Source: an optimization exercise on an open RTL-to-GDS flow (aim: small area, a short achievable clock period and few clock cycles per item). Production flows keep margins and buffers that such runs may drop. Only simulation tests tie the RTL to the original design; equivalence was not proved.

==> flow/design.v, too long to show whole: its modules and the start of the top module <==
// module edhe_pixel: 152 lines
// module edhe_fadd32: 75 lines
// module edhe_fa: 4 lines
// module edhe_ha: 4 lines
// module edhe_add: 17 lines
// module edhe_addcs: 17 lines
// module edhe_ge: 18 lines
// module edhe_gteq: 20 lines
// module edhe_inc: 11 lines
// module edhe_andpre: 17 lines
// module edhe_fix8: 20 lines
// module edhe_nmul: 925 lines
// module edhe_sum4: 120 lines
// module edhe_mag: 105 lines
// module edhe_lerp16t: 350 lines
// module edhe_lerp24t: 518 lines
// module edhe_lerp16: 5 lines
// module edhe_lerp24: 5 lines
// module edhe_quant: 23 lines
module edhe_pixel (
    input  wire        clk,
    input  wire        rst,
    input  wire        in_valid,
    output wire        in_ready,
    input  wire        in_first,    
    input  wire        in_w16,      
    input  wire        in_noise,    
    input  wire [15:0] in_tl,       
    input  wire [15:0] in_tr,       
    input  wire [15:0] in_bl,       
    input  wire [15:0] in_br,       
    input  wire [7:0]  in_wx,
    input  wire [7:0]  in_wy,
    input  wire [31:0] in_err,      
    input  wire [12:0] in_u,        
    output reg         out_valid,
    input  wire        out_ready,
    output reg  [15:0] out_q,       
    output reg  [31:0] out_a        
);
  // ...
==> flow/run.sh <==
#!/bin/bash
# synth_recipe.tcl (not shown) runs the flow's synth.tcl, then flattens the netlist and writes it again
# the make line also repeats each setting of config.mk as NAME=value (left out here)
make -C /OpenROAD-flow-scripts/flow DESIGN_CONFIG=/design/flow/config.mk WORK_HOME=/design/flow/orfs CLKGATE_MAP_FILE= SYNTH_SCRIPT=/design/flow/synth_recipe.tcl finish
==> flow/config.mk <==
export PLATFORM = sky130hd
export DESIGN_NAME = edhe_pixel
export DESIGN_NICKNAME = edhe_pixel
export VERILOG_FILES = /design/flow/design.v
export SDC_FILE = /design/flow/constraint.sdc
export NUM_CORES = 4
export LEC_CHECK = 0
export CAP_MARGIN = 20
export CORE_MARGIN = 2
export CORE_UTILIZATION = 40
export SLEW_MARGIN = 20
==> flow/constraint.sdc <==
create_clock -name core_clock -period 190.0 [get_ports {clk}]
set_input_delay 38.0000 -clock core_clock [delete_from_list [all_inputs] [get_ports {clk}]]
set_output_delay 38.0000 -clock core_clock [all_outputs]
set_load 0.01 [all_outputs]
==> reports/results.env, run 1 <==
SYNTHSIMPLEGATEAREAFRAC_PCT=17.14
CP-ENDPOINT='out_valid'
WIRELENGTH_MM=166.4
DR_TOTAL_VIAS=44720
YOSYS.AREA_SHARE.XOR_XNOR_PCT=2.547
WORST_SETUP_PATH_END_KIND='output port'
NON_CLOCK_INVERTER_COUNT=870
CLKLATENCYLATEPIN_NS=0.65
DRTPASS1ITERATIONS=6
ANTENNA_VIOLATION_NET_COUNT_AFTER_DETAILED_ROUTING=0
CTS_ROOT_BUFFER='clkbuf_16'
WORST-ENDPOINT-ARRIVAL_NS=1.52
GRT.MET2_USAGE_PCT=38.04
SYNTH.DISTINCT_CELLS=106
GRT_ANTENNA_BEFORE_REPAIR=3
VIAS_PER_CELL=5.478
SYNTH_ADDER_AREA_SHARE_PCT=38.14
DRV.MAX_CAP_VIOLATION_COUNT=0
HOLDPATHEND='r2_u[9]'
H-TREE-DEPTH=2
WL_PER_CELL_UM=20.38
R2R_SLACK_NS=157.01
WORSTMARGINPINSLEW_NS=1.132
TIMING.RR.END='out_q[9]'
GLOBALROUTEMET3UTIL_PCT=2.590
RUN_STATUS='no timing/DRC/antenna violations'
FINAL_PERIOD_MINUS_WORST_SETUP_SLACK_NS=39.52
NUMBER_OF_BUFFERS_INSERTED_DURING_CLOCK_TREE_SYNTHESIS=45
POST_ROUTE_CELLS_DRIVE_ABOVE_1_SHARE_PCT=4.776
IO_BUFFERS=181
POST-ROUTE-WORST-SETUP-SLACK_NS=150.48
DIODES=0
FLOORPLAN.TAPCELLS=1903
Testbench counts, summed over its fixed seeds: cycles 24,032, items 24,000.
==> run 2, diff against run 1 <==
==> flow/flow/run.sh (new file) <==
#!/bin/bash
# The standard layout (the standard.sh, unchanged synthesis and steps), with one change:
# the buffers placed on the input and output ports are plain buf_1 cells instead of the
# delay buffers ORFS picks by default. Every port still gets its buffer.
set -euo pipefail
bash standard.sh "BUFFER_PORTS_ARGS=-buffer_cell sky130_fd_sc_hd__buf_1" finish > standard_flow.log 2>&1
==> flow/standard.sh (new file) <==
#!/bin/bash
# synth_recipe.tcl (not shown) runs the flow's synth.tcl, then flattens the netlist and writes it again
# the make line also repeats each setting of config.mk as NAME=value (left out here)
make -C /OpenROAD-flow-scripts/flow DESIGN_CONFIG=/design/flow/config.mk WORK_HOME=/design/flow/orfs CLKGATE_MAP_FILE= SYNTH_SCRIPT=/design/flow/synth_recipe.tcl "${@:-finish}"
--- a/flow/config.mk
+++ b/flow/config.mk
@@ -6,4 +6,5 @@
 export NUM_CORES = 4
 export LEC_CHECK = 0
+export ABC_AREA = 1
 export CAP_MARGIN = 20
 export CORE_MARGIN = 2
removed: flow/run.sh
==> reports/results.env, run 2 <==
SYNTH_TOP_FAMILY_BY_AREA='adder cells'  # unchanged
DPL-INSTANCE-AREA_UM2=60200  # was 61390 um^2
YOSYS.AREA_SHARE.XOR_XNOR_PCT=1.753  # was 2.547%
TIMING.FMAX_MHz=25.55  # was 25.30 MHz
SYNTH_TOP_CELL_AREA_SHARE_PCT=31.88  # was 32.15%
DRTPASS1ITERATIONS=5  # was 6
CRIT_FANOUT=1  # was 2
COUNT_OF_PINS_ON_THE_BLOCK_BOUNDARY=182  # unchanged
SYNTHSIMPLEGATEAREAFRAC_PCT=21.63  # was 17.14%
CELL_TYPE_WITH_THE_LARGEST_TOTAL_AREA_AFTER_SYNTHESIS='fa_1'  # unchanged
CTS_MAX_PATH_BUFFERS=3  # unchanged
DESIGN.FINAL.NETS=8609  # was 7556
WORSTMARGINPINSLEW_NS=1.110  # was 1.132 ns
FINAL_HOLD_VIOL_COUNT=0  # unchanged
AREA_GROWTH_SYN_TO_LAYOUT_PCT=6.527  # was 9.516%
MOST_COMMON_CELL_AFTER_LAYOUT_FILL_AND_TAPS_ASIDE='nand2_1'  # was fa_1
TIMING.CLOCK.SKEW_NS=0.02212  # was 0.04506 ns
SYNTH_ADDER_AREA_SHARE_PCT=37.81  # was 38.14%
SYNTH.TOP_CELLS.BY_COUNT='nand2_1, inv_1, fa_1, nor2_1, o21ai_0'  # was fa_1, inv_1, nand2_1, nor2_1, edfxtp_1
SYNTH_WARNINGS=1  # unchanged
TRITONCTS='yes'  # unchanged
CTS.REPORTEDPATHS.CLKPINSLEW_NS=0.06  # about the same
CTS-RESIZED-GATES=0  # unchanged
SYNTH.AVG_CELL_AREA_UM2=7.962  # was 9.306 um^2
GRT_ANTENNA_BEFORE_REPAIR=2  # was 3
POST-ROUTE-WORST-SETUP-SLACK_NS=150.86  # was 150.48 ns
CTS_ROOT_BUFFER='clkbuf_16'  # unchanged
SETUP.WORST_PATH.CLASS='flip-flop to output port'  # unchanged
DIODES=0  # unchanged
PRE_CTS_SLACK_NS=150.70  # was 150.48 ns
FINAL_PERIOD_MINUS_WORST_SETUP_SLACK_NS=39.14  # was 39.52 ns
GLOBAL_ROUTE.OVERFLOW_TOTAL=0  # unchanged
WIRELENGTH_MM=162.9  # was 166.4 mm
MAXSLEWHEADROOM_PCT=25.98  # was 24.53%
DRC_ERRORS=0  # unchanged
FIRST_PASS_GRT_WIRE_LENGTH_MM=262.6  # was 264.7 mm
EFFECTIVE_UTILIZATION_AT_FLOORPLAN_PCT=40.35  # was 40.15%
CLKLATENCYLATEPIN_NS=0.64  # was 0.65 ns
CORE-AREA_UM2=143700  # was 143100 um^2
SYNTHESIS.INSTANCES=7280  # was 6176
SYNTHMOSTINSTANTIATEDCELL='nand2_1'  # was fa_1
CTS_NUM_SINKS=368  # unchanged
CRITPATHMAXSTAGEDELAY_NS=0.37  # was 0.54 ns
SYNTH.FF_LATCH_COUNT=368  # unchanged
DIE-WIDTH_UM=384.7  # was 383.1 um
CRIT_PATH_LEADING_DELAY_FAMILY='flip-flops'  # was buffers and inverters
SYNTH_COMPOUND_GATE_AREA_SHARE_PCT=7.477  # was 11.10%
WORST_HOLD_PATH_TYPE='flip-flop to flip-flop'  # unchanged
CRITPATHSLOWESTCELL='edfxtp_1'  # was clkdlybuf4s50_1
FINALCRITPERIODSHARE_PCT=20.60  # was 20.80%
GPL_CONGESTION=0.9416  # was 0.9377
DOMINANTREGCELLSYNTH='edfxtp_1'  # unchanged
VIAS_PER_CELL=5.045  # was 5.478
PATH_BUF_INV=1  # unchanged
CTS_HOLD_BUF=0  # unchanged
SYNTH.DISTINCT_CELLS=72  # was 106
H-TREE-DEPTH=2  # unchanged
FINAL-SETUP-VIOL-COUNT=0  # unchanged
RUN_STATUS='no timing/DRC/antenna violations'  # unchanged
TRACK_USAGE_PCT=22.43  # was 22.82%
FIN_SETUP_TNS_NS=0  # unchanged
CRITPATHREQUIREDTIME_NS=152.00  # about the same
ANTENNA_VIOLATION_NET_COUNT_AFTER_DETAILED_ROUTING=0  # unchanged
DRV.MAX_CAP_VIOLATION_COUNT=0  # unchanged
IO_BUFFERS=181  # unchanged
HIGHEST_COUNT_CELLS_IN_THE_LAYOUT_IGNORING_FILL_AND_TAPS='nand2_1, inv_1, fa_1'  # was fa_1, inv_1, nand2_1
DIE-HEIGHT_UM=384.7  # was 383.1 um
WORST_SETUP_PATH_END_KIND='output port'  # unchanged
SYNTH.AREA.MUX_SHARE_PCT=0.2936  # was 4.857%
POST_SYNTH_INSTANCE_AREA_UM2=57970  # was 57470 um^2
SYNTH_SEQUENTIAL_AREA_RATIO_PCT=18.53  # was 18.69%
CRIT_PATH_CELL_TRACE='buf_1'  # was clkdlybuf4s50_1
WL_PER_CELL_UM=17.67  # was 20.38 um
NUMBER_OF_BUFFERS_INSERTED_DURING_CLOCK_TREE_SYNTHESIS=46  # was 45
PLACE_HPWL_MM=131.9  # was 132.5 mm
SYNTH-EDFF-COUNT=337  # unchanged
FP-ROW-COUNT=139  # unchanged
FIRST_GLOBAL_VIAS=47670  # was 46250
FLOORPLAN.DIE_AREA_UM2=148000  # was 146700 um^2
INITIALDRTVIOLATIONCOUNT=3684  # was 3746
GRT_START_MAX_NET_PINS=83  # was 147
POST_ROUTE_CELLS_DRIVE_ABOVE_1_SHARE_PCT=5.018  # was 4.776%
SETUP_BUFFERS_AFTER_CTS=0  # unchanged
DESIGN_AREA_UM2=61750  # was 62940 um^2
FINAL_MAX_SLEW_VIOL_COUNT=0  # unchanged
WORST-ENDPOINT-ARRIVAL_NS=1.14  # was 1.52 ns
SETUP.WORST_PATH.START_CLASS='flip-flop'  # unchanged
RSZ0062_AT_GRT='false'  # unchanged
DR_TOTAL_VIAS=46500  # was 44720
BIGGEST_AREA_CONTRIBUTORS_IN_THE_SYNTHESIZED_NETLIST='fa_1, edfxtp_1, nand2_1'  # was fa_1, edfxtp_1, ha_1
SYNTH_ASYNC_SR_FLOP_SHARE_PCT=0  # unchanged
[run 2: per-layer routing]
metal / vias to the layer above / track usage, % / wire, um
li1: 22170 / - / -
met1: 22640 / 30.40 / 71460
met2: 1416 / 37.57 / 76740
met3: 274 / 2.495 / 9180
met4: 2 / 7.096 / 5464
met5: - / 0 / 13
[run 2: logic make-up after synthesis]
family                   count (synthesis)
AND/OR/NAND/NOR                       2924
buffers and inverters                 1862
adder cells (fa/ha/maj)               1198
AO/OA/AOI/OAI                          794
flip-flops                             368
XOR/XNOR                               116
multiplexers                            17
other                                    1
[run 2: worst paths after layout]
kind                                  from        to  slack (ns)  cells past startpoint
worst max register to register  r3_mag[12]  out_q[8]      156.75                    151
worst max-delay path              out_q[2]  out_q[2]      150.86                      1
worst min-delay path               r1_u[3]   r2_u[3]        0.42                      0
worst min register to register     r1_u[3]   r2_u[3]        0.42                      0
[run 2: area by class of cell]
type	instances	area, um^2
Clock buffer	49	1172
Tap cell	1903	2381
Inverter	1561	5863
Fill cell	14670	81900
Clock inverter	34	382.9
Sequential cell	368	10740
Multi-Input combinational cell	5051	40000
Timing Repair Buffer	251	1205
[run 2: stage by stage]
step,instances,hold slack [ns],util (%)
after global placement,9134,0.4039,41.90
final,9217,0.4183,42.99
after CTS,9217,0.4195,42.99
after detailed placement,9134,0.4054,41.90
after floorplan,7281,0.4003,-
after global routing,9217,0.4225,42.99
==> module edhe_pixel, before the edit <==
module edhe_pixel (
    input  wire        clk,
    input  wire        rst,
    input  wire        in_valid,
    output wire        in_ready,
    input  wire        in_first,    
    input  wire        in_w16,      
    input  wire        in_noise,    
    input  wire [15:0] in_tl,       
    input  wire [15:0] in_tr,       
    input  wire [15:0] in_bl,       
    input  wire [15:0] in_br,       
    input  wire [7:0]  in_wx,
    input  wire [7:0]  in_wy,
    input  wire [31:0] in_err,      
    input  wire [12:0] in_u,        
    output reg         out_valid,
    input  wire        out_ready,
    output reg  [15:0] out_q,       
    output reg  [31:0] out_a        
);
    reg  go;             
    reg  rdy;            
    reg  skv;            
    wire adv = go;
    assign in_ready = rdy;
    reg        v1;
    reg        r1_first, r1_w16, r1_noise;
    reg [15:0] r1_tl, r1_tr, r1_bl, r1_br;
    reg [7:0]  r1_wx, r1_wy;
    reg [31:0] r1_err;
    reg [12:0] r1_u;
    always @(posedge clk) begin
        if (adv) begin
            r1_first <= in_first; r1_w16 <= in_w16; r1_noise <= in_noise;
            r1_tl <= in_tl; r1_tr <= in_tr; r1_bl <= in_bl; r1_br <= in_br;
            r1_wx <= in_wx; r1_wy <= in_wy; r1_err <= in_err; r1_u <= in_u;
        end
    end
    wire [23:0] top, bot;
    wire [31:0] v16r;
    edhe_lerp16 u_top (.a(r1_tl), .b(r1_tr), .w(r1_wx), .sum(top));
    edhe_lerp16 u_bot (.a(r1_bl), .b(r1_br), .w(r1_wx), .sum(bot));
    edhe_lerp24 u_v   (.a(top), .b(bot), .w(r1_wy), .sum(v16r));
    wire [23:0] v8raw = v16r[31:8];
    wire        clamp = !r1_w16 && ((|v8raw[23:16]) || ((&v8raw[15:8]) && (|v8raw[7:0])));
    wire [23:0] v8 = clamp ? 24'd65280 : v8raw;
    reg        v2;
    reg        r2_w16, r2_first, r2_noise;
    reg [23:0] r2_v8;
    reg [31:0] r2_err;
    reg [12:0] r2_u;
    always @(posedge clk) begin
        if (adv) begin
            r2_w16 <= r1_w16; r2_first <= r1_first; r2_noise <= r1_noise; r2_v8 <= v8;
            r2_err <= r1_err; r2_u <= r1_u;
        end
    end
    reg  [23:0] avg;
    wire        active   = r2_noise && (|r2_v8);
    wire [23:0] base     = r2_first ? 24'd0 : avg;
    wire [23:0] avs;
    wire        avc;
    edhe_add #(24) u_avg (.a(base), .b(r2_v8), .ci(1'b0), .s(avs), .co(avc));
    wire [23:0] avg_new  = {avc, avs[23:1]};
    wire [23:0] df;
    wire        dfc;
    edhe_addcs #(24, 10) u_df (.a(base), .b(~r2_v8), .ci(1'b1), .s(df), .co(dfc));
    wire        dneg = !dfc;                      
    wire [22:0] dh   = {df[23:1]} ^ {23{dneg}};   
    always @(posedge clk) begin
        if (rst) avg <= 24'd0;
        else if (adv && v2) avg <= active ? avg_new : base;
    end
    wire [31:0] v8_f, a1;
    edhe_fix8   u_fix_v8 (.n(r2_v8), .sg(1'b0), .y(v8_f));
    edhe_fadd32 u_add_err (.a(v8_f), .b(r2_err), .y(a1));
    wire [14:0] d8s;
    wire        d8sc;
    edhe_addcs #(15, 8) u_d257 (.a(dh[14:0]), .b({8'd0, dh[14:8]}), .ci(1'b0), .s(d8s), .co(d8sc));
    wire [22:0] dhp = r2_w16 ? dh : {d8s, dh[7:0]};
    wire        un = r2_u[12];
    wire [11:0] ux = r2_u[11:0] ^ {12{un}};       
    wire [35:0] ya, yb;                           
    edhe_nmul u_p (.x(ux), .n(un), .d(dhp), .dn(dneg), .dn8(dneg & !r2_w16), .w16(r2_w16), .ra(ya), .rb(yb));
    wire [21:0] sS;
    edhe_sum4 u_s (.ah(ya[35:16]), .bh(yb[35:16]), .al(ya[15:0]), .bl(yb[15:0]), .sum(sS));
    wire [5:0]  sA2 = sS[21:16];
    wire [5:0]  b2s;
    wire        b2c;
    edhe_add #(6) u_b2 (.a(sS[5:0]), .b(sA2), .ci(1'b1), .s(b2s), .co(b2c));
    wire        c2 = (&sS[15:6]) & b2c;
    wire [20:0] m0;
    edhe_mag u_mg (.x(ux), .n(un), .ah(ya[35:16]), .bh(yb[35:16]), .sum(m0));
    wire [14:0] m0d;
    wire        m0dc;
    edhe_add #(15) u_m0d (.a(m0[20:6]), .b(15'h7FFF), .ci(1'b0), .s(m0d), .co(m0dc));
    wire [5:0]  mlo;
    wire        mlc;
    edhe_add #(6) u_mlo (.a(m0[5:0]), .b(~sA2), .ci(~c2), .s(mlo), .co(mlc));
    wire [20:0] mag = {mlc ? m0[20:6] : m0d, mlo};
    reg        v3;
    reg        r3_w16, r3_active, r3_un;
    reg [31:0] r3_a1;
    reg [20:0] r3_mag;
    always @(posedge clk) begin
        if (adv) begin
            r3_w16 <= r2_w16; r3_active <= active; r3_un <= un;
            r3_a1 <= a1; r3_mag <= mag;
        end
    end
    wire [31:0] n8_f, a2;
    edhe_fix8   u_fix_n8 (.n({3'd0, r3_mag}), .sg(r3_un), .y(n8_f));
    edhe_fadd32 u_add_noise (.a(r3_a1), .b(n8_f), .y(a2));
    wire [31:0] a = r3_active ? a2 : r3_a1;
    reg [31:0] sk_a;
    reg        sk_w16;
    always @(posedge clk) begin
        if (go) begin
            sk_a   <= a;
            sk_w16 <= r3_w16;
        end
    end
    wire        take = out_valid && out_ready;
    wire        ins  = go && v3;                  
    wire [31:0] na   = skv ? sk_a : a;
    wire        nw16 = skv ? sk_w16 : r3_w16;
    wire [15:0] q;
    edhe_quant  u_quant (.a(na), .w16(nw16), .q(q));
    always @(posedge clk) begin
        if (!out_valid || out_ready) begin
            out_q <= q;
            out_a <= na;
        end
    end
    wire out_v_n = skv ? 1'b1 : (out_valid && !out_ready) || ins;
    wire skv_n   = skv ? (out_valid && !out_ready) : (out_valid && !out_ready && ins);
    always @(posedge clk) begin
        if (rst) begin
            v1 <= 1'b0; v2 <= 1'b0; v3 <= 1'b0; out_valid <= 1'b0; skv <= 1'b0; go <= 1'b1;
            rdy <= 1'b1;
        end else begin
            if (go) begin
                v1 <= in_valid; v2 <= v1; v3 <= v2;
            end
            out_valid <= out_v_n;
            skv       <= skv_n;
            go        <= !skv_n;
            rdy       <= !(out_valid && !out_ready && (skv || ins));
        end
    end
endmodule
==> module edhe_fadd32, before the edit <==
module edhe_fadd32 (
    input  wire [31:0] a,
    input  wire [31:0] b,
    output wire [31:0] y
);
    wire [7:0] ea = a[30:23];
    wire [7:0] eb = b[30:23];
    wire a_max = &ea;
    wire b_max = &eb;
    wire a_fz  = ~|a[22:0];
    wire b_fz  = ~|b[22:0];
    wire sub   = a[31] ^ b[31];
    wire nan   = (a_max & ~a_fz) | (b_max & ~b_fz) | (a_max & b_max & sub);
    wire inf   = a_max | b_max;           
    wire        a_big;
    edhe_ge #(31) u_cmp (.a(a[30:0]), .b(b[30:0]), .ge(a_big));
    wire [31:0] bg  = a_big ? a : b;
    wire [30:0] sml = a_big ? b[30:0] : a[30:0];
    wire        bnz = |bg[30:23];
    wire        snz = |sml[30:23];
    wire [7:0]  xbig   = {bg[30:24], bg[23] | ~bnz};
    wire [7:0]  xsmall = {sml[30:24], sml[23] | ~snz};
    wire [23:0] mbig   = {bnz, bg[22:0]};
    wire [23:0] msmall = {snz, sml[22:0]};
    wire [7:0] d;
    wire       d_co;
    edhe_add #(8) u_d (.a(xbig), .b(~xsmall), .ci(1'b1), .s(d), .co(d_co));
    wire far = |d[7:5];
    wire [26:0] s0 = {msmall, 3'b000};
    wire [26:0] s1 = d[4] ? {16'd0, s0[26:17], |s0[16:0]} : s0;
    wire [26:0] s2 = d[3] ? {8'd0,  s1[26:9],  |s1[8:0]}  : s1;
    wire [26:0] s3 = d[2] ? {4'd0,  s2[26:5],  |s2[4:0]}  : s2;
    wire [26:0] s4 = d[1] ? {2'd0,  s3[26:3],  |s3[2:0]}  : s3;
    wire [26:0] s5 = d[0] ? {1'd0,  s4[26:2],  |s4[1:0]}  : s4;
    wire [26:0] aligned = far ? {26'd0, |msmall} : s5;
    wire [27:0] r;
    wire        r_co;
    edhe_add #(28) u_sum (.a({1'b0, mbig, 3'b000}), .b({1'b0, aligned} ^ {28{sub}}), .ci(sub),
                          .s(r), .co(r_co));
    wire [4:0] bud = xbig[4:0];
    wire       u0  = |xbig[7:5];
    wire [27:0] n0 = r;
    wire t16 = ~|n0[27:12] & (u0 | bud[4]);
    wire u1  = u0 | (bud[4] & ~t16);
    wire [27:0] n1 = t16 ? {n0[11:0], 16'd0} : n0;
    wire t8  = ~|n1[27:20] & (u1 | bud[3]);
    wire u2  = u1 | (bud[3] & ~t8);
    wire [27:0] n2 = t8 ? {n1[19:0], 8'd0} : n1;
    wire t4  = ~|n2[27:24] & (u2 | bud[2]);
    wire u3  = u2 | (bud[2] & ~t4);
    wire [27:0] n3 = t4 ? {n2[23:0], 4'd0} : n2;
    wire t2  = ~|n3[27:26] & (u3 | bud[1]);
    wire u4  = u3 | (bud[1] & ~t2);
    wire [27:0] n4 = t2 ? {n3[25:0], 2'd0} : n3;
    wire t1  = ~n4[27] & (u4 | bud[0]);
    wire [27:0] n5 = t1 ? {n4[26:0], 1'b0} : n4;
    wire [4:0]  sh = {t16, t8, t4, t2, t1};
    wire [26:0] m  = {n5[27:2], n5[1] | n5[0]};
    wire [8:0] e1;
    wire       e1_co;
    edhe_add #(9) u_e (.a({1'b0, xbig}), .b(~{4'd0, sh}), .ci(1'b1), .s(e1), .co(e1_co));
    wire        rup = m[2] & (m[1] | m[0] | m[3]);
    wire [23:0] mr;
    wire        mr_co;
    edhe_inc #(24) u_rnd (.a(m[26:3]), .ci(rup), .s(mr), .co(mr_co));
    wire [8:0]  ex;
    wire        ex_co;
    edhe_add #(9) u_ex (.a(e1), .b({7'd0, mr_co, mr[23]}), .ci(1'b0), .s(ex), .co(ex_co));
    wire zero_diff = sub & ~|r;
    wire ovf = ex[8] | (&ex[7:0]) | inf;
    assign y = nan       ? 32'h7FC00000 :
               ovf       ? {bg[31], 31'h7F800000} :
               zero_diff ? 32'h00000000 :
                           {bg[31], ex[7:0], mr[22:0]};
endmodule
==> run 3, diff against run 2 <==
--- a/flow/design.v
+++ b/flow/design.v
@@ -128,6 +128,7 @@
     wire [15:0] q;
     edhe_quant  u_quant (.a(na), .w16(nw16), .q(q));
+    wire hold = out_valid & ~out_ready;
     always @(posedge clk) begin
-        if (!out_valid || out_ready) begin
+        if (!hold) begin
             out_q <= q;
             out_a <= na;
@@ -188,5 +189,5 @@
     wire [27:0] r;
     wire        r_co;
-    edhe_add #(28) u_sum (.a({1'b0, mbig, 3'b000}), .b({1'b0, aligned} ^ {28{sub}}), .ci(sub),
+    edhe_addcs #(28, 13) u_sum (.a({1'b0, mbig, 3'b000}), .b({1'b0, aligned} ^ {28{sub}}), .ci(sub),
                           .s(r), .co(r_co));
     wire [4:0] bud = xbig[4:0];
==> flow/flow/run.sh (replaced) <==
#!/bin/bash
# The standard layout (the standard.sh: the same synthesis script and steps), with two
# settings changed:
#  - SYNTH_ARGS=-noabc: Yosys's generic synth skips its early "abc -fast" pass, which breaks
#    the hand-written full-adder chains apart; the technology mapping with abc afterwards is
#    unchanged, and so are the registers, their names and their cell types.
#  - the buffers placed on the input and output ports are plain buf_1 cells instead of the
#    delay buffers ORFS picks by default. Every port still gets its buffer.
set -euo pipefail
bash standard.sh "SYNTH_ARGS=-noabc" "BUFFER_PORTS_ARGS=-buffer_cell sky130_fd_sc_hd__buf_1" finish > standard_flow.log 2>&1
==> reports/results.env, run 3 <==
DRC_ERRORS=0  # unchanged
VIAS_PER_CELL=5.193  # was 5.045
DIODES=0  # unchanged
SYNTH_ASYNC_SR_FLOP_SHARE_PCT=0  # unchanged
FLOORPLAN.DIE_AREA_UM2=140500  # was 148000 um^2
GRT_ANTENNA_BEFORE_REPAIR=1  # was 2
H-TREE-DEPTH=2  # unchanged
FINAL_PERIOD_MINUS_WORST_SETUP_SLACK_NS=39.14  # about the same
MULTI_INPUT_AREA_UM2=39580  # was 40000 um^2
SYNTH.AVG_CELL_AREA_UM2=8.482  # was 7.962 um^2
NUMBER_OF_BUFFERS_INSERTED_DURING_CLOCK_TREE_SYNTHESIS=44  # was 46
WORST_HOLD_PATH_TYPE='flip-flop to flip-flop'  # unchanged
SYNTH_WARNINGS=1  # unchanged
FINAL_MAX_SLEW_VIOL_COUNT=0  # unchanged
DPL-INSTANCE-AREA_UM2=57110  # was 60200 um^2
CRIT_PATH_CELL_TRACE='buf_1'  # unchanged
FINAL-SETUP-VIOL-COUNT=0  # unchanged
FIRST_PASS_GRT_WIRE_LENGTH_MM=242.8  # was 262.6 mm
N_FILL_CELL=13580  # was 14670
CRIT_PATH_LEADING_DELAY_FAMILY='flip-flops'  # unchanged
INITIALDRTVIOLATIONCOUNT=3509  # was 3684
FIRST_GLOBAL_VIAS=44280  # was 47670
HOLD_PATH_DEPTH=0  # unchanged
GRT_START_MAX_NET_PINS=88  # was 83
MOST_COMMON_CELL_AFTER_LAYOUT_FILL_AND_TAPS_ASIDE='nand2_1'  # unchanged
POST_ROUTE_CELLS_DRIVE_ABOVE_1_SHARE_PCT=5.338  # was 5.018%
REGAREA_UM2=10740  # unchanged
PATH_BUF_INV=1  # unchanged
COUNT_OF_PINS_ON_THE_BLOCK_BOUNDARY=182  # unchanged
DIE-WIDTH_UM=374.8  # was 384.7 um
PLACE_HPWL_MM=121.5  # was 131.9 mm
SYNTH-EDFF-COUNT=337  # unchanged
AREA_GROWTH_SYN_TO_LAYOUT_PCT=6.782  # was 6.527%
EFFECTIVE_UTILIZATION_AT_FLOORPLAN_PCT=40.15  # was 40.35%
SYNTHESIS.INSTANCES=6484  # was 7280
GPL_CONGESTION=0.9651  # was 0.9416
WORSTMARGINPINSLEW_NS=1.015  # was 1.110 ns
CTS_ROOT_BUFFER='clkbuf_16'  # unchanged
HIGHEST_COUNT_CELLS_IN_THE_LAYOUT_IGNORING_FILL_AND_TAPS='nand2_1, nor2_1, fa_1'  # was nand2_1, inv_1, fa_1
TRITONCTS='yes'  # unchanged
PATH_DEPTH=1  # unchanged
SETUP.WORST_PATH.START_CLASS='flip-flop'  # unchanged
CRIT_FANOUT=1  # unchanged
SYNTH.DISTINCT_CELLS=72  # unchanged
BIGGEST_AREA_CONTRIBUTORS_IN_THE_SYNTHESIZED_NETLIST='fa_1, edfxtp_1, nand2_1'  # unchanged
DESIGN_AREA_UM2=58730  # was 61750 um^2
DESIGN.FINAL.NETS=7806  # was 8609
RSZ0062_AT_GRT='false'  # unchanged
DIE-HEIGHT_UM=374.8  # was 384.7 um
GLOBAL_ROUTE.OVERFLOW_TOTAL=0  # unchanged
FP-ROW-COUNT=136  # was 139
SETUP_BUFFERS_AFTER_CTS=0  # unchanged
TIMING.REG2REG.WORST_PATH_DEPTH=146  # was 151
TIMING.CLOCK.SKEW_NS=0.01828  # was 0.02212 ns
CRITPATHMAXSTAGEDELAY_NS=0.38  # was 0.37 ns
SYNTH.TOP_CELLS.BY_COUNT='nand2_1, nor2_1, fa_1, inv_1, o21ai_0'  # was nand2_1, inv_1, fa_1, nor2_1, o21ai_0
FINISH.UTILIZATION_PCT=42.87  # was 42.99%
POST_SYNTH_INSTANCE_AREA_UM2=55000  # was 57970 um^2
WL_PER_CELL_UM=18.26  # was 17.67 um
MAXSLEWHEADROOM_PCT=32.09  # was 25.98%
FINALCRITPERIODSHARE_PCT=20.60  # about the same
DOMINANTREGCELLSYNTH='edfxtp_1'  # unchanged
CTS-RESIZED-GATES=0  # unchanged
CORE-AREA_UM2=137000  # was 143700 um^2
ANTENNA_VIOLATION_NET_COUNT_AFTER_DETAILED_ROUTING=0  # unchanged
RUN_STATUS='no timing/DRC/antenna violations'  # unchanged
SETUP.WORST_PATH.CLASS='flip-flop to output port'  # unchanged
CELL_TYPE_WITH_THE_LARGEST_TOTAL_AREA_AFTER_SYNTHESIS='fa_1'  # unchanged
DRV.MAX_CAP_VIOLATION_COUNT=0  # unchanged
FINAL_HOLD_VIOL_COUNT=0  # unchanged
SYNTH_SEQUENTIAL_AREA_RATIO_PCT=19.53  # was 18.53%
CTS.REPORTEDPATHS.CLKPINSLEW_NS=0.06  # about the same
SYNTH.FF_LATCH_COUNT=368  # unchanged
CRITPATHSLOWESTCELL='edfxtp_1'  # unchanged
WORST_SETUP_PATH_END_KIND='output port'  # unchanged
SYNTH_TOP_CELL_AREA_SHARE_PCT=34.22  # was 31.88%
CTS_HOLD_BUF=0  # unchanged
CLKLATENCYLATEPIN_NS=0.62  # was 0.64 ns
TIMING.FMAX_MHz=25.55  # about the same
FIN_SETUP_TNS_NS=0  # unchanged
CRIT-REG2REG-LAUNCH='r3_mag[15]'  # was r3_mag[12]
TRACK_USAGE_PCT=21.70  # was 22.43%
CRIT_START='out_a[24]'  # was out_q[2]
MIN_FROM='r1_err[1]'  # was r1_u[3]
CTS_NUM_SINKS=368  # unchanged
DRTPASS1ITERATIONS=6  # was 5
IO_BUFFERS=181  # unchanged
DR_TOTAL_VIAS=43070  # was 46500
WIRELENGTH_MM=151.5  # was 162.9 mm
WORST-ENDPOINT-ARRIVAL_NS=1.14  # about the same
CRITPATHREQUIREDTIME_NS=152.00  # about the same
SYNTHMOSTINSTANTIATEDCELL='nand2_1'  # unchanged
CTS_MAX_PATH_BUFFERS=3  # unchanged
==> run 3: changes by cell type after synthesis, moves of 28 or more <==
cell and delta:
a21oi_1 +38, buf_1 +32, inv_1 -688, nand3_1 -86, o21ai_0 +28, nand2_1 -579, clkbuf_2 -35, nor2_1 +471
==> run 3: path summary, 6_finish.rpt <==
path	end	slack, ns
setup / recovery	out_a[24]	150.86
hold reg to reg	r2_err[1]	0.42
hold / removal	r2_err[1]	0.42
setup reg to reg	out_q[8]	152.71
==> run 3: per-stage QoR <==
step	cells	setup WS, ns	hold WS, ns
3_3_place_gp	8212	150.92	0.4094
2_1_floorplan	6485	150.60	0.4003
3_5_place_dp	8212	150.91	0.4045
4_1_cts	8294	150.81	0.4189
5_1_grt	8294	150.09	0.4335
6_report	8294	150.86	0.4167
==> run 3: kinds of logic after synthesis <==
kind of cell,count (synthesis),share of synthesized area (%)
adders and majority gates,1210,40.36
AOI/OAI and AO/OA,846,8.433
buffers and inverters,1206,8.552
and+or+nand+nor,2704,20.69
xor gates and xnor gates,122,1.943
muxes,27,0.4914
other,1,0.006818
DFF,368,19.53
==> run 3: cell type report <==
| class | instances | share of cell area [%] |
|---|---|---|
| Multi-Input combinational cell | 4911 | 67.40 |
| Sequential cell | 368 | 18.29 |
| Inverter | 885 | 5.661 |
| Tap cell | 1794 | 3.822 |
| Timing Repair Buffer | 254 | 2.090 |
| Clock buffer | 47 | 1.894 |
| Clock inverter | 35 | 0.8394 |
==> run 3: metal layers <==
| metal | global-route usage (%) | wire [um] | vias up |
|---|---|---|---|
| li1 | - | - | 20380 |
| met1 | 29.95 | 67600 | 21210 |
| met2 | 36.18 | 71190 | 1305 |
| met3 | 2.990 | 9312 | 178 |
| met4 | 5.075 | 3380 | 0 |
| met5 | 0 | 0 | - |
Testbench counts of run 3, summed over its fixed seeds: cycles 24,032, items 24,000.
==> run 4, diff against run 3 <==
--- a/flow/config.mk
+++ b/flow/config.mk
@@ -9,4 +9,4 @@
 export CAP_MARGIN = 20
 export CORE_MARGIN = 2
-export CORE_UTILIZATION = 40
+export CORE_UTILIZATION = 60
 export SLEW_MARGIN = 20
==> reports/results.env, run 4 <==
RSZ0062_AT_GRT='false'  # unchanged
SYNTH_SEQUENTIAL_AREA_RATIO_PCT=19.53  # unchanged
DESIGN_AREA_UM2=57770  # was 58730 um^2
TRITONCTS='yes'  # unchanged
ANTENNA_VIOLATION_NET_COUNT_AFTER_DETAILED_ROUTING=0  # unchanged
TIMING.REG2REG.WORST_PATH_DEPTH=149  # was 146
SYNTH_ASYNC_SR_FLOP_SHARE_PCT=0  # unchanged
DR_TOTAL_VIAS=43680  # was 43070
R2R_SLACK_NS=152.06  # was 152.71 ns
TIMING.CLOCK.SKEW_NS=0.03044  # was 0.01828 ns
DOMINANTREGCELLSYNTH='edfxtp_1'  # unchanged
PRE_CTS_SLACK_NS=150.73  # was 150.91 ns
CRIT_FANOUT=1  # unchanged
REGAREA_UM2=10740  # unchanged
FIN_SETUP_TNS_NS=0  # unchanged
CLKLATENCYLATEPIN_NS=0.63  # was 0.62 ns
SETUP.WORST_PATH.CLASS='flip-flop to output port'  # unchanged
SYNTH_WARNINGS=1  # unchanged
CRIT-REG2REG-LAUNCH='r3_mag[8]'  # was r3_mag[15]
POST_ROUTE_CELLS_DRIVE_ABOVE_1_SHARE_PCT=5.142  # was 5.338%
FP-ROW-COUNT=111  # was 136
SYNTH-EDFF-COUNT=337  # unchanged
SYNTHESIS.INSTANCES=6484  # unchanged
FINAL_PERIOD_MINUS_WORST_SETUP_SLACK_NS=39.14  # about the same
MOST_COMMON_CELL_AFTER_LAYOUT_FILL_AND_TAPS_ASIDE='nand2_1'  # unchanged
TRACK_USAGE_PCT=33.08  # was 21.70%
N_FILL_CELL=8040  # was 13580
GLOBAL_ROUTE.OVERFLOW_TOTAL=0  # unchanged
GRT_ANTENNA_BEFORE_REPAIR=0  # was 1
CTS_HOLD_BUF=0  # unchanged
INITIALDRTVIOLATIONCOUNT=4056  # was 3509
WIRELENGTH_MM=151.7  # was 151.5 mm
EFFECTIVE_UTILIZATION_AT_FLOORPLAN_PCT=60.27  # was 40.15%
GPL_CONGESTION=0.9942  # was 0.9651
VIAS_PER_CELL=5.686  # was 5.193
FINALCRITPERIODSHARE_PCT=20.60  # about the same
CORE-AREA_UM2=91250  # was 137000 um^2
FIRST_PASS_GRT_WIRE_LENGTH_MM=242.8  # about the same
SYNTH.AVG_CELL_AREA_UM2=8.482  # unchanged
SETUP_BUFFERS_AFTER_CTS=0  # unchanged
WL_PER_CELL_UM=19.74  # was 18.26 um
DRV.MAX_CAP_VIOLATION_COUNT=0  # unchanged
CRIT_PATH_CELL_TRACE='buf_1'  # unchanged
DRTPASS1ITERATIONS=6  # unchanged
CTS-RESIZED-GATES=0  # unchanged
TIMING.FMAX_MHz=25.55  # about the same
WORSTMARGINPINSLEW_NS=1.011  # was 1.015 ns
DRC_ERRORS=0  # unchanged
AREA_GROWTH_SYN_TO_LAYOUT_PCT=5.032  # was 6.782%
WORST_HOLD_PATH_TYPE='flip-flop to flip-flop'  # unchanged
NUMBER_OF_BUFFERS_INSERTED_DURING_CLOCK_TREE_SYNTHESIS=44  # unchanged
PATH_DEPTH=1  # unchanged
PATH_BUF_INV=1  # unchanged
SYNTH.FF_LATCH_COUNT=368  # unchanged
CRITPATHMAXSTAGEDELAY_NS=0.38  # about the same
DIE-WIDTH_UM=306.8  # was 374.8 um
CTS_MAX_PATH_BUFFERS=3  # unchanged
DESIGN.FINAL.NETS=7803  # was 7806
PLACE_HPWL_MM=120.2  # was 121.5 mm
COUNT_OF_PINS_ON_THE_BLOCK_BOUNDARY=182  # unchanged
BIGGEST_AREA_CONTRIBUTORS_IN_THE_SYNTHESIZED_NETLIST='fa_1, edfxtp_1, nand2_1'  # unchanged
IO_BUFFERS=181  # unchanged
SETUP.WORST_PATH.START_CLASS='flip-flop'  # unchanged
SYNTH_TOP_CELL_AREA_SHARE_PCT=34.22  # unchanged
RUN_STATUS='no timing/DRC/antenna violations'  # unchanged
DIE-HEIGHT_UM=306.8  # was 374.8 um
CTS.REPORTEDPATHS.CLKPINSLEW_NS=0.06  # about the same
DPL-INSTANCE-AREA_UM2=56340  # was 57110 um^2
CRIT_START='out_a[5]'  # was out_a[24]
H-TREE-DEPTH=2  # unchanged
FINAL_HOLD_VIOL_COUNT=0  # unchanged
WORST-ENDPOINT-ARRIVAL_NS=1.14  # about the same
CRITPATHSLOWESTCELL='edfxtp_1'  # unchanged
CELL_TYPE_WITH_THE_LARGEST_TOTAL_AREA_AFTER_SYNTHESIS='fa_1'  # unchanged
SYNTH.TOP_CELLS.BY_COUNT='nand2_1, nor2_1, fa_1, inv_1, o21ai_0'  # unchanged
MULTI_INPUT_AREA_UM2=39570  # was 39580 um^2
CRIT_PATH_LEADING_DELAY_FAMILY='flip-flops'  # unchanged
FIRST_GLOBAL_VIAS=44180  # was 44280
HIGHEST_COUNT_CELLS_IN_THE_LAYOUT_IGNORING_FILL_AND_TAPS='nand2_1, nor2_1, fa_1'  # unchanged
MAXSLEWHEADROOM_PCT=31.99  # was 32.09%
CP-ENDPOINT='out_a[5]'  # was out_a[24]
GRT_START_MAX_NET_PINS=164  # was 88
CTS_ROOT_BUFFER='clkbuf_16'  # unchanged
CRITPATHREQUIREDTIME_NS=152.00  # about the same
POST_SYNTH_INSTANCE_AREA_UM2=55000  # unchanged
TIMING.RR.END='out_q[8]'  # unchanged
CTS_NUM_SINKS=368  # unchanged
FINAL-SETUP-VIOL-COUNT=0  # unchanged
SYNTH.DISTINCT_CELLS=72  # unchanged
SYNTHMOSTINSTANTIATEDCELL='nand2_1'  # unchanged
FLOORPLAN.DIE_AREA_UM2=94100  # was 140500 um^2
WORST_SETUP_PATH_END_KIND='output port'  # unchanged
POST-ROUTE-WORST-SETUP-SLACK_NS=150.86  # about the same
FINAL_MAX_SLEW_VIOL_COUNT=0  # unchanged
## run 4: final cells by class
class | instances | area share, %
Clock inverter | 25 | 0.4549
Sequential cell | 368 | 18.60
Timing Repair Buffer | 251 | 2.108
Antenna cell | 1 | 0.004332
Tap cell | 1186 | 2.569
Inverter | 885 | 5.755
Clock buffer | 55 | 2.012
Multi-Input combinational cell | 4911 | 68.50
## run 4: worst min path at each step
stage          startpoint         end  slack [ns]  cells past startpoint
6_report         r1_noise    r2_noise        0.42                      0
3_5_place_dp   r1_err[11]  r2_err[11]        0.40                      0
2_1_floorplan   r1_err[0]   r2_err[0]        0.40                      0
3_3_place_gp   r1_err[31]  r2_err[31]        0.40                      0
5_1_grt          r1_noise    r2_noise        0.42                      0
4_1_cts        r1_err[22]  r2_err[22]        0.42                      0
## run 4: kinds of logic after synthesis
group / count (synthesis) / synth area share, %
compound gates: 846 / 8.433
mux: 27 / 0.4914
flops: 368 / 19.53
other cells: 1 / 0.006818
simple gates: 2704 / 20.69
xor+xnor: 122 / 1.943
fa+ha+maj: 1210 / 40.36
buf+inv: 1206 / 8.552
## run 4: routing by layer
layer / track usage [%] / wire length, um / up-vias
met3: 4.300 / 10760 / 216
li1: - / - / 20370
met2: 53.56 / 70940 / 1678
met1: 47.53 / 66260 / 21420
met5: 0 / 0 / -
met4: 8.470 / 3697 / 0
## run 4: through the flow
stage	util, %	hold slack (ns)	cells
2_1_floorplan	-	0.4003	6485
3_3_place_gp	61.74	0.4025	7601
3_5_place_dp	61.74	0.4045	7601
4_1_cts	63.30	0.4186	7681
5_1_grt	63.30	0.4172	7681
6_report	63.31	0.4154	7682
==> run 5, diff against run 4 <==
--- a/flow/config.mk
+++ b/flow/config.mk
@@ -10,3 +10,5 @@
 export CORE_MARGIN = 2
 export CORE_UTILIZATION = 60
+export CTS_CLUSTER_DIAMETER = 160
+export CTS_CLUSTER_SIZE = 24
 export SLEW_MARGIN = 20
==> reports/results.env, run 5 <==
FINISH.UTILIZATION_PCT=62.43  # was 63.31%
YOSYS.AREA_SHARE.XOR_XNOR_PCT=1.943  # unchanged
CORE-AREA_UM2=91250  # unchanged
WORSTMARGINPINSLEW_NS=1.009  # was 1.011 ns
CTS-RESIZED-GATES=0  # unchanged
CRIT_PATH_CELL_TRACE='buf_1'  # unchanged
SYNTH.FF_LATCH_COUNT=368  # unchanged
FINALCRITPERIODSHARE_PCT=20.59  # was 20.60%
SYNTH_ADDER_AREA_SHARE_PCT=40.36  # unchanged
SYNTH.DISTINCT_CELLS=72  # unchanged
DESIGN_AREA_UM2=56970  # was 57770 um^2
TIMING.CLOCK.SKEW_NS=0.02042  # was 0.03044 ns
DIODES=0  # was 1
REGAREA_UM2=10740  # unchanged
CRITPATHREQUIREDTIME_NS=152.00  # about the same
POST_SYNTH_INSTANCE_AREA_UM2=55000  # unchanged
GRT_ANTENNA_BEFORE_REPAIR=0  # unchanged
EFFECTIVE_UTILIZATION_AT_FLOORPLAN_PCT=60.27  # unchanged
DPL-INSTANCE-AREA_UM2=56340  # unchanged
MAXSLEWHEADROOM_PCT=32.14  # was 31.99%
FIN_SETUP_TNS_NS=0  # unchanged
CTS_HOLD_BUF=0  # unchanged
SYNTH.TOP_CELLS.BY_COUNT='nand2_1, nor2_1, fa_1, inv_1, o21ai_0'  # unchanged
DRC_ERRORS=0  # unchanged
FP-ROW-COUNT=111  # unchanged
WORST_SETUP_PATH_END_KIND='output port'  # unchanged
NUMBER_OF_BUFFERS_INSERTED_DURING_CLOCK_TREE_SYNTHESIS=20  # was 44
SETUP_BUFFERS_AFTER_CTS=0  # unchanged
CRIT_PATH_LEADING_DELAY_FAMILY='flip-flops'  # unchanged
RUN_STATUS='no timing/DRC/antenna violations'  # unchanged
CTS_ROOT_BUFFER='clkbuf_16'  # unchanged
SYNTHMOSTINSTANTIATEDCELL='nand2_1'  # unchanged
DRV.MAX_CAP_VIOLATION_COUNT=0  # unchanged
H-TREE-DEPTH=1  # was 2
FINAL_HOLD_VIOL_COUNT=0  # unchanged
SYNTH_COMPOUND_GATE_AREA_SHARE_PCT=8.433  # unchanged
CRITPATHSLOWESTCELL='edfxtp_1'  # unchanged
SYNTHSIMPLEGATEAREAFRAC_PCT=20.69  # unchanged
CTS_MAX_PATH_BUFFERS=3  # unchanged
SYNTH.AVG_CELL_AREA_UM2=8.482  # unchanged
CTS_NUM_SINKS=368  # unchanged
AREA_GROWTH_SYN_TO_LAYOUT_PCT=3.583  # was 5.032%
WORST_HOLD_PATH_TYPE='flip-flop to flip-flop'  # unchanged
SYNTH.AREA.MUX_SHARE_PCT=0.4914  # unchanged
INITIALDRTVIOLATIONCOUNT=4021  # was 4056
MOST_COMMON_CELL_AFTER_LAYOUT_FILL_AND_TAPS_ASIDE='nand2_1'  # unchanged
FIRST_PASS_GRT_WIRE_LENGTH_MM=241.7  # was 242.8 mm
PATH_BUF_INV=1  # unchanged
COUNT_OF_PINS_ON_THE_BLOCK_BOUNDARY=182  # unchanged
FIRST_GLOBAL_VIAS=43920  # was 44180
MULTI_INPUT_AREA_UM2=39570  # unchanged
RSZ0062_AT_GRT='false'  # unchanged
POST_ROUTE_CELLS_DRIVE_ABOVE_1_SHARE_PCT=4.542  # was 5.142%
ANTENNA_VIOLATION_NET_COUNT_AFTER_DETAILED_ROUTING=0  # unchanged
SYNTH-EDFF-COUNT=337  # unchanged
DOMINANTREGCELLSYNTH='edfxtp_1'  # unchanged
GLOBAL_ROUTE.OVERFLOW_TOTAL=0  # unchanged
SYNTH_TOP_CELL_AREA_SHARE_PCT=34.22  # unchanged
SETUP.WORST_PATH.START_CLASS='flip-flop'  # unchanged
N_FILL_CELL=8143  # was 8040
CRIT_FANOUT=1  # unchanged
PLACE_INST=7601  # unchanged
CRITPATHMAXSTAGEDELAY_NS=0.39  # was 0.38 ns
CELL_TYPE_WITH_THE_LARGEST_TOTAL_AREA_AFTER_SYNTHESIS='fa_1'  # unchanged
WORST-ENDPOINT-ARRIVAL_NS=1.11  # was 1.14 ns
TIMING.FMAX_MHz=25.57  # was 25.55 MHz
FLOORPLAN.DIE_AREA_UM2=94100  # unchanged
FINAL_PERIOD_MINUS_WORST_SETUP_SLACK_NS=39.12  # was 39.14 ns
DR_TOTAL_VIAS=43570  # was 43680
CTS.REPORTEDPATHS.CLKPINSLEW_NS=0.10  # was 0.06 ns
R2R_SLACK_NS=152.00  # was 152.06 ns
HIGHEST_COUNT_CELLS_IN_THE_LAYOUT_IGNORING_FILL_AND_TAPS='nand2_1, nor2_1, fa_1'  # unchanged
SYNTH_WARNINGS=1  # unchanged
SYNTH_SEQUENTIAL_AREA_RATIO_PCT=19.53  # unchanged
GPL_CONGESTION=0.9942  # unchanged
IO_BUFFERS=181  # unchanged
SETUP.WORST_PATH.CLASS='flip-flop to output port'  # unchanged
SYNTH_TOP_FAMILY_BY_AREA='adder cells'  # unchanged
DRTPASS1ITERATIONS=9  # was 6
WL_PER_CELL_UM=19.79  # was 19.74 um
GRT_START_MAX_NET_PINS=164  # unchanged
BIGGEST_AREA_CONTRIBUTORS_IN_THE_SYNTHESIZED_NETLIST='fa_1, edfxtp_1, nand2_1'  # unchanged
PLACE_HPWL_MM=120.2  # unchanged
FINAL-SETUP-VIOL-COUNT=0  # unchanged
DIE-HEIGHT_UM=306.8  # unchanged
SYNTHESIS.INSTANCES=6484  # unchanged
TRACK_USAGE_PCT=32.78  # was 33.08%
FINAL_MAX_SLEW_VIOL_COUNT=0  # unchanged
DESIGN.FINAL.NETS=7779  # was 7803
TRITONCTS='yes'  # unchanged
VIAS_PER_CELL=5.705  # was 5.686
WIRELENGTH_MM=151.1  # was 151.7 mm
FINALNONFILLERCELLS=7637  # was 7682
SYNTH_ASYNC_SR_FLOP_SHARE_PCT=0  # unchanged
DIE-WIDTH_UM=306.8  # unchanged
CLKLATENCYLATEPIN_NS=0.59  # was 0.63 ns
## run 5: cell counts after synthesis
Identical to the previous run, type by type.
## run 5: logic make-up (layout without fill, tap and decap cells)
family                     Yosys count  in the layout
buffers and inverters             1206           1172
and+or+nand+nor                   2704           2704
adders and majority gates         1210           1210
xor gates and xnor gates           122            122
DFF                                368            368
AOI/OAI and AO/OA                  846            846
other                                1              2
muxes                               27             27
## run 5: worst reg2reg max path, delay by kind of cell (launching register included)
kind            cells  cell delay [ns]
buf+inv            18             3.51
simple gates       64            11.67
compound gates     13             2.84
flops               1             0.42
xor+xnor            5             1.32
fa+ha+maj          49            18.09
## run 5: final cells by class
| class | count | share of cell area [%] |
|---|---|---|
| multi-input combinational | 4911 | 69.46 |
| clock inverter | 4 | 0.07467 |
| tap | 1186 | 2.605 |
| inverter | 885 | 5.836 |
| sequential | 368 | 18.86 |
| clock buffer | 32 | 1.032 |
| timing repair buffer | 251 | 2.137 |
## run 5: layer usage
metal	GRT usage [%]	share of wire, %	up-vias
li1	-	-	20280
met1	47.44	44	21440
met2	53.73	47	1666
met3	3.611	6.9	196
met4	7.250	2.3	0
met5	0	0	-
## run 5: stage by stage
stage	hold slack [ns]	setup WS [ns]
3_5_place_dp	0.4045	150.73
5_1_grt	0.4356	149.40
4_1_cts	0.4249	150.84
3_3_place_gp	0.4025	150.78
6_report	0.4240	150.89
2_1_floorplan	0.4003	150.60
## run 5: final timing paths
kind	start	to	depth (start not counted)
max reg2reg	r3_mag[8]	out_q[8]	149
min	r1_err[11]	r2_err[11]	0
min reg2reg	r1_err[11]	r2_err[11]	0
max	out_a[17]	out_a[17]	1
==> run 6, diff against run 5 <==
--- a/flow/config.mk
+++ b/flow/config.mk
@@ -11,4 +11,4 @@
 export CORE_UTILIZATION = 60
 export CTS_CLUSTER_DIAMETER = 160
-export CTS_CLUSTER_SIZE = 24
+export CTS_CLUSTER_SIZE = 28
 export SLEW_MARGIN = 20
==> reports/results.env, run 6 <==
RUN_STATUS='no timing/DRC/antenna violations'  # unchanged
FINAL-SETUP-VIOL-COUNT=0  # unchanged
TIMING.REG2REG.WORST_PATH_DEPTH=149  # unchanged
SYNTH_SEQUENTIAL_AREA_RATIO_PCT=19.53  # unchanged
WIRELENGTH_MM=150.9  # was 151.1 mm
TIMING.CLOCK.SKEW_NS=0.04066  # was 0.02042 ns
WORSTMARGINPINSLEW_NS=1.009  # about the same
TRACK_USAGE_PCT=32.75  # was 32.78%
CRIT-REG2REG-LAUNCH='r3_mag[8]'  # unchanged
FINALCRITPERIODSHARE_PCT=20.59  # about the same
BIGGEST_AREA_CONTRIBUTORS_IN_THE_SYNTHESIZED_NETLIST='fa_1, edfxtp_1, nand2_1'  # unchanged
EFFECTIVE_UTILIZATION_AT_FLOORPLAN_PCT=60.27  # unchanged
CORE-AREA_UM2=91250  # unchanged
FINAL_MAX_SLEW_VIOL_COUNT=0  # unchanged
HIGHEST_COUNT_CELLS_IN_THE_LAYOUT_IGNORING_FILL_AND_TAPS='nand2_1, nor2_1, fa_1'  # unchanged
FINAL_PERIOD_MINUS_WORST_SETUP_SLACK_NS=39.13  # was 39.12 ns
FINAL_HOLD_VIOL_COUNT=0  # unchanged
R2R_SLACK_NS=152.01  # was 152.00 ns
DRV.MAX_CAP_VIOLATION_COUNT=0  # unchanged
MIN_FROM='r1_err[11]'  # unchanged
SYNTH.TOP_CELLS.BY_COUNT='nand2_1, nor2_1, fa_1, inv_1, o21ai_0'  # unchanged
AREA_GROWTH_SYN_TO_LAYOUT_PCT=3.485  # was 3.583%
TIMING.RR.END='out_q[8]'  # unchanged
WORST-ENDPOINT-ARRIVAL_NS=1.13  # was 1.11 ns
SETUP.WORST_PATH.CLASS='flip-flop to output port'  # unchanged
SYNTH-EDFF-COUNT=337  # unchanged
GRT_START_MAX_NET_PINS=164  # unchanged
WL_PER_CELL_UM=19.77  # was 19.79 um
SETUP.WORST_PATH.START_CLASS='flip-flop'  # unchanged
MAXSLEWHEADROOM_PCT=32.14  # about the same
SYNTH_WARNINGS=1  # unchanged
DIE-HEIGHT_UM=306.8  # unchanged
CTS.REPORTEDPATHS.CLKPINSLEW_NS=0.11  # was 0.10 ns
CTS_HOLD_BUF=0  # unchanged
SYNTH_TOP_CELL_AREA_SHARE_PCT=34.22  # unchanged
CRIT_PATH_CELL_TRACE='buf_1'  # unchanged
DRTPASS1ITERATIONS=8  # was 9
FIN_SETUP_TNS_NS=0  # unchanged
IO_BUFFERS=181  # unchanged
PLACE_INST=7601  # unchanged
CLKLATENCYLATEPIN_NS=0.59  # about the same
SYNTH.DISTINCT_CELLS=72  # unchanged
FINALNONFILLERCELLS=7634  # was 7637
SYNTHESIS.INSTANCES=6484  # unchanged
GRT_ANTENNA_BEFORE_REPAIR=0  # unchanged
TRITONCTS='yes'  # unchanged
INITIALDRTVIOLATIONCOUNT=4162  # was 4021
DESIGN.FINAL.NETS=7777  # was 7779
CRITPATHMAXSTAGEDELAY_NS=0.40  # was 0.39 ns
SYNTH_ASYNC_SR_FLOP_SHARE_PCT=0  # unchanged
VIAS_PER_CELL=5.702  # was 5.705
NUMBER_OF_BUFFERS_INSERTED_DURING_CLOCK_TREE_SYNTHESIS=18  # was 20
DIE-WIDTH_UM=306.8  # unchanged
H-TREE-DEPTH=1  # unchanged
CTS_NUM_SINKS=368  # unchanged
CELL_TYPE_WITH_THE_LARGEST_TOTAL_AREA_AFTER_SYNTHESIS='fa_1'  # unchanged
DOMINANTREGCELLSYNTH='edfxtp_1'  # unchanged
PATH_BUF_INV=1  # unchanged
FP-ROW-COUNT=111  # unchanged
CTS_MAX_PATH_BUFFERS=3  # unchanged
WORST_HOLD_PATH_TYPE='flip-flop to flip-flop'  # unchanged
TIMING.FMAX_MHz=25.56  # was 25.57 MHz
GPL_CONGESTION=0.9942  # unchanged
DR_TOTAL_VIAS=43530  # was 43570
RSZ0062_AT_GRT='false'  # unchanged
POST_ROUTE_CELLS_DRIVE_ABOVE_1_SHARE_PCT=4.498  # was 4.542%
FIRST_PASS_GRT_WIRE_LENGTH_MM=241.3  # was 241.7 mm
GLOBAL_ROUTE.OVERFLOW_TOTAL=0  # unchanged
SYNTHMOSTINSTANTIATEDCELL='nand2_1'  # unchanged
CTS-RESIZED-GATES=0  # unchanged
CRIT_PATH_LEADING_DELAY_FAMILY='flip-flops'  # unchanged
HOLDPATHEND='r2_err[11]'  # unchanged
DRC_ERRORS=0  # unchanged
MOST_COMMON_CELL_AFTER_LAYOUT_FILL_AND_TAPS_ASIDE='nand2_1'  # unchanged
COUNT_OF_PINS_ON_THE_BLOCK_BOUNDARY=182  # unchanged
PLACE_HPWL_MM=120.2  # unchanged
CTS_ROOT_BUFFER='clkbuf_16'  # unchanged
SYNTH.FF_LATCH_COUNT=368  # unchanged
SYNTH.AVG_CELL_AREA_UM2=8.482  # unchanged
SETUP_BUFFERS_AFTER_CTS=0  # unchanged
CRITPATHSLOWESTCELL='edfxtp_1'  # unchanged
WORST_SETUP_PATH_END_KIND='output port'  # unchanged
ANTENNA_VIOLATION_NET_COUNT_AFTER_DETAILED_ROUTING=0  # unchanged
POST_SYNTH_INSTANCE_AREA_UM2=55000  # unchanged
CRIT_FANOUT=1  # unchanged
FIRST_GLOBAL_VIAS=43830  # was 43920
WHS_NS=0.4277  # was 0.4240 ns
HOLD_PATH_DEPTH=0  # unchanged
CRITPATHREQUIREDTIME_NS=152.00  # about the same
FLOORPLAN.DIE_AREA_UM2=94100  # unchanged
-- run 6: cell counts after synthesis --
No cell type changed its count.
-- run 6: cell families (layout without fill, tap and decap cells) --
logic type      Yosys count  count (layout)  share of synthesized area (%)
other cells               1               3                       0.006818
flops                   368             368                          19.53
compound gates          846             846                          8.433
mux                      27              27                         0.4914
buf+inv                1206            1168                          8.552
xor+xnor                122             122                          1.943
simple gates           2704            2704                          20.69
fa+ha+maj              1210            1210                          40.36
-- run 6: per-layer routing --
metal / vias up / track usage (%) / wire, um / part of all wire (%)
met3: 184 / 3.653 / 10780 / 7.1
met5: - / 0 / 0 / 0
li1: 20280 / - / - / -
met4: 0 / 7.034 / 3295 / 2.2
met2: 1665 / 53.69 / 70910 / 47
met1: 21400 / 47.44 / 65940 / 44
-- run 6: layout make-up --
class	count	area, um^2
inverter	885	3324
timing repair buffer	251	1217
clock inverter	4	65.06
antenna	1	2.502
clock buffer	28	509.2
tap	1186	1484
sequential	368	10740
fill	8140	34330
multi-input combinational	4911	39570
-- run 6: per-stage QoR --
stage                     util, %  cell area (um^2)  setup WS (ns)
after floorplan                 -             55000         150.60
after global placement      61.74             56340         150.78
after detailed placement    61.74             56340         150.73
after CTS                   62.37             56910         150.84
after global routing        62.37             56910         149.41
final                       62.37             56910         150.87
-- run 6: how the worst max path moves through the flow --
stage          slack, ns  startpoint  cells after the start   endpoint
2_1_floorplan     150.60   out_ready                      2   out_a[0]
3_3_place_gp      150.78   out_ready                      3  out_a[10]
6_report          150.87    out_a[5]                      1   out_a[5]
4_1_cts           150.84    out_a[5]                      1   out_a[5]
5_1_grt           149.41   r3_mag[8]                    149   out_q[8]
3_5_place_dp      150.73   out_ready                      3  out_a[10]
==> run 7, diff against run 6 <==
--- a/flow/config.mk
+++ b/flow/config.mk
@@ -11,4 +11,5 @@
 export CORE_UTILIZATION = 60
 export CTS_CLUSTER_DIAMETER = 160
-export CTS_CLUSTER_SIZE = 28
+export CTS_CLUSTER_SIZE = 24
+export GPL_TIMING_DRIVEN = 0
 export SLEW_MARGIN = 20
==> reports/results.env, run 7 <==
WORST-ENDPOINT-ARRIVAL_NS=1.16  # was 1.13 ns
CTS_ROOT_BUFFER='clkbuf_16'  # unchanged
TRACK_USAGE_PCT=34.26  # was 32.75%
AREA_GROWTH_SYN_TO_LAYOUT_PCT=5.355  # was 3.485%
FINAL_HOLD_VIOL_COUNT=0  # unchanged
DRV.MAX_CAP_VIOLATION_COUNT=0  # unchanged
FIRST_GLOBAL_VIAS=46180  # was 43830
DIE-HEIGHT_UM=306.8  # unchanged
CRITPATHSLOWESTCELL='edfxtp_1'  # unchanged
R2R_SLACK_NS=151.84  # was 152.01 ns
FINALNONFILLERCELLS=7893  # was 7634
PLACE_HPWL_MM=132.0  # was 120.2 mm
TIMING.FMAX_MHz=25.54  # was 25.56 MHz
DOMINANTREGCELLSYNTH='edfxtp_1'  # unchanged
MAXSLEWHEADROOM_PCT=27.21  # was 32.14%
SYNTH.TOP_CELLS.BY_COUNT='nand2_1, nor2_1, fa_1, inv_1, o21ai_0'  # unchanged
FIN_SETUP_TNS_NS=0  # unchanged
WORST_HOLD_PATH_TYPE='flip-flop to flip-flop'  # unchanged
BIGGEST_AREA_CONTRIBUTORS_IN_THE_SYNTHESIZED_NETLIST='fa_1, edfxtp_1, nand2_1'  # unchanged
CRIT_PATH_LEADING_DELAY_FAMILY='flip-flops'  # unchanged
RUN_STATUS='no timing/DRC/antenna violations'  # unchanged
POST_SYNTH_INSTANCE_AREA_UM2=55000  # unchanged
FINISH.UTILIZATION_PCT=63.50  # was 62.37%
WORSTMARGINPINSLEW_NS=1.084  # was 1.009 ns
SYNTH_TOP_CELL_AREA_SHARE_PCT=34.22  # unchanged
VIAS_PER_CELL=5.718  # was 5.702
FIRST_PASS_GRT_WIRE_LENGTH_MM=251.0  # was 241.3 mm
CTS_MAX_PATH_BUFFERS=3  # unchanged
SYNTH_WARNINGS=1  # unchanged
POST_ROUTE_CELLS_DRIVE_ABOVE_1_SHARE_PCT=4.070  # was 4.498%
CLKLATENCYLATEPIN_NS=0.61  # was 0.59 ns
DRTPASS1ITERATIONS=6  # was 8
IO_BUFFERS=180  # was 181
TIMING.CLOCK.SKEW_NS=0.03697  # was 0.04066 ns
CTS-RESIZED-GATES=0  # unchanged
CRITPATHMAXSTAGEDELAY_NS=0.41  # was 0.40 ns
DRC_ERRORS=0  # unchanged
CRIT_PATH_CELL_TRACE='buf_1'  # unchanged
CTS.REPORTEDPATHS.CLKPINSLEW_NS=0.10  # was 0.11 ns
CORE-AREA_UM2=91250  # unchanged
CTS_HOLD_BUF=0  # unchanged
HIGHEST_COUNT_CELLS_IN_THE_LAYOUT_IGNORING_FILL_AND_TAPS='nand2_1, nor2_1, fa_1'  # unchanged
INITIALDRTVIOLATIONCOUNT=4566  # was 4162
WORST_SETUP_PATH_END_KIND='output port'  # unchanged
RSZ0062_AT_GRT='false'  # unchanged
SETUP.WORST_PATH.CLASS='flip-flop to output port'  # unchanged
[run 7: cell counts after synthesis]
Identical to the previous run, type by type.
[run 7: final timing paths]
path,start,to,cells past startpoint
worst min register to register,r1_first,r2_first,0
worst max register to register,r3_mag[12],out_q[8],154
worst max-delay path,out_a[8],out_a[8],1
worst min-delay path,r1_first,r2_first,0
[run 7: through the flow]
| step | cell area, um^2 | worst slack [ns] | hold slack (ns) |
|---|---|---|---|
| 2_1_floorplan | 55000 | 150.60 | 0.4003 |
| 5_1_grt | 57940 | 149.69 | 0.4311 |
| 3_5_place_dp | 57320 | 150.75 | 0.4045 |
| 4_1_cts | 57940 | 150.80 | 0.4225 |
| 6_report | 57940 | 150.84 | 0.4206 |
| 3_3_place_gp | 57160 | 149.96 | 0.4010 |
[run 7: routing by layer]
metal	up-vias	GRT usage (%)	share of wire, %
met5	-	0	0.024
met4	6	10.67	3.4
met3	346	5.741	8.2
met2	1927	55.68	46
met1	22030	47.37	42
li1	20820	-	-
[run 7: cell families after synthesis]
group / after synthesis / synth area share (%)
AO/OA/AOI/OAI: 846 / 8.433
XOR/XNOR: 122 / 1.943
adder cells (fa/ha/maj): 1210 / 40.36
buffers and inverters: 1206 / 8.552
flip-flops: 368 / 19.53
multiplexers: 27 / 0.4914
other: 1 / 0.006818
AND/OR/NAND/NOR: 2704 / 20.69
[run 7: area by class of cell]
cell class,count,area (um^2)
Fill cell,8015,33300
Clock buffer,32,576.8
Buffer,321,1379
Inverter,885,3324
Timing Repair Buffer,186,825.8
Clock inverter,4,45.04
Tap cell,1186,1484
Multi-Input combinational cell,4911,39560
Sequential cell,368,10740

==> re-timing with driven ports <==
In the flow no input, the clock included, has a driving cell. The finished layouts below were timed again as built, in two steps. Step 1, drivers: a clkbuf_16 drives clk and a buf_2 each remaining input, both assumed. Step 2, shift: input delay + t, output delay - t, t = (earliest + latest rising clock arrival at the registers) / 2. This alone moves slack from input paths to output paths. a / b / c = ideal ports / drivers / drivers and shift; a / b = the first two.
run	t, ns	setup slack, ns	slew at the worst register clock pin (ns)
run 1	0.709	150.478 / 150.398 / 150.488	0.08 / 0.08
run 2	0.706	150.863 / 150.784 / 150.696	0.08 / 0.08
run 3	0.691	150.864 / 150.787 / 150.899	0.07 / 0.07
run 4	0.686	150.863 / 150.792 / 150.728	0.06 / 0.06
run 5	0.653	150.885 / 150.813 / 150.742	0.11 / 0.11
run 6	0.649	150.872 / 150.795 / 150.764	0.12 / 0.12
run 7	0.661	150.844 / 150.773 / 150.651	0.11 / 0.11
After both steps every run listed still meets setup and hold. The setup slack of run 7, which loses most, moves by -0.071 ns with the drivers and by -0.193 ns with both steps.
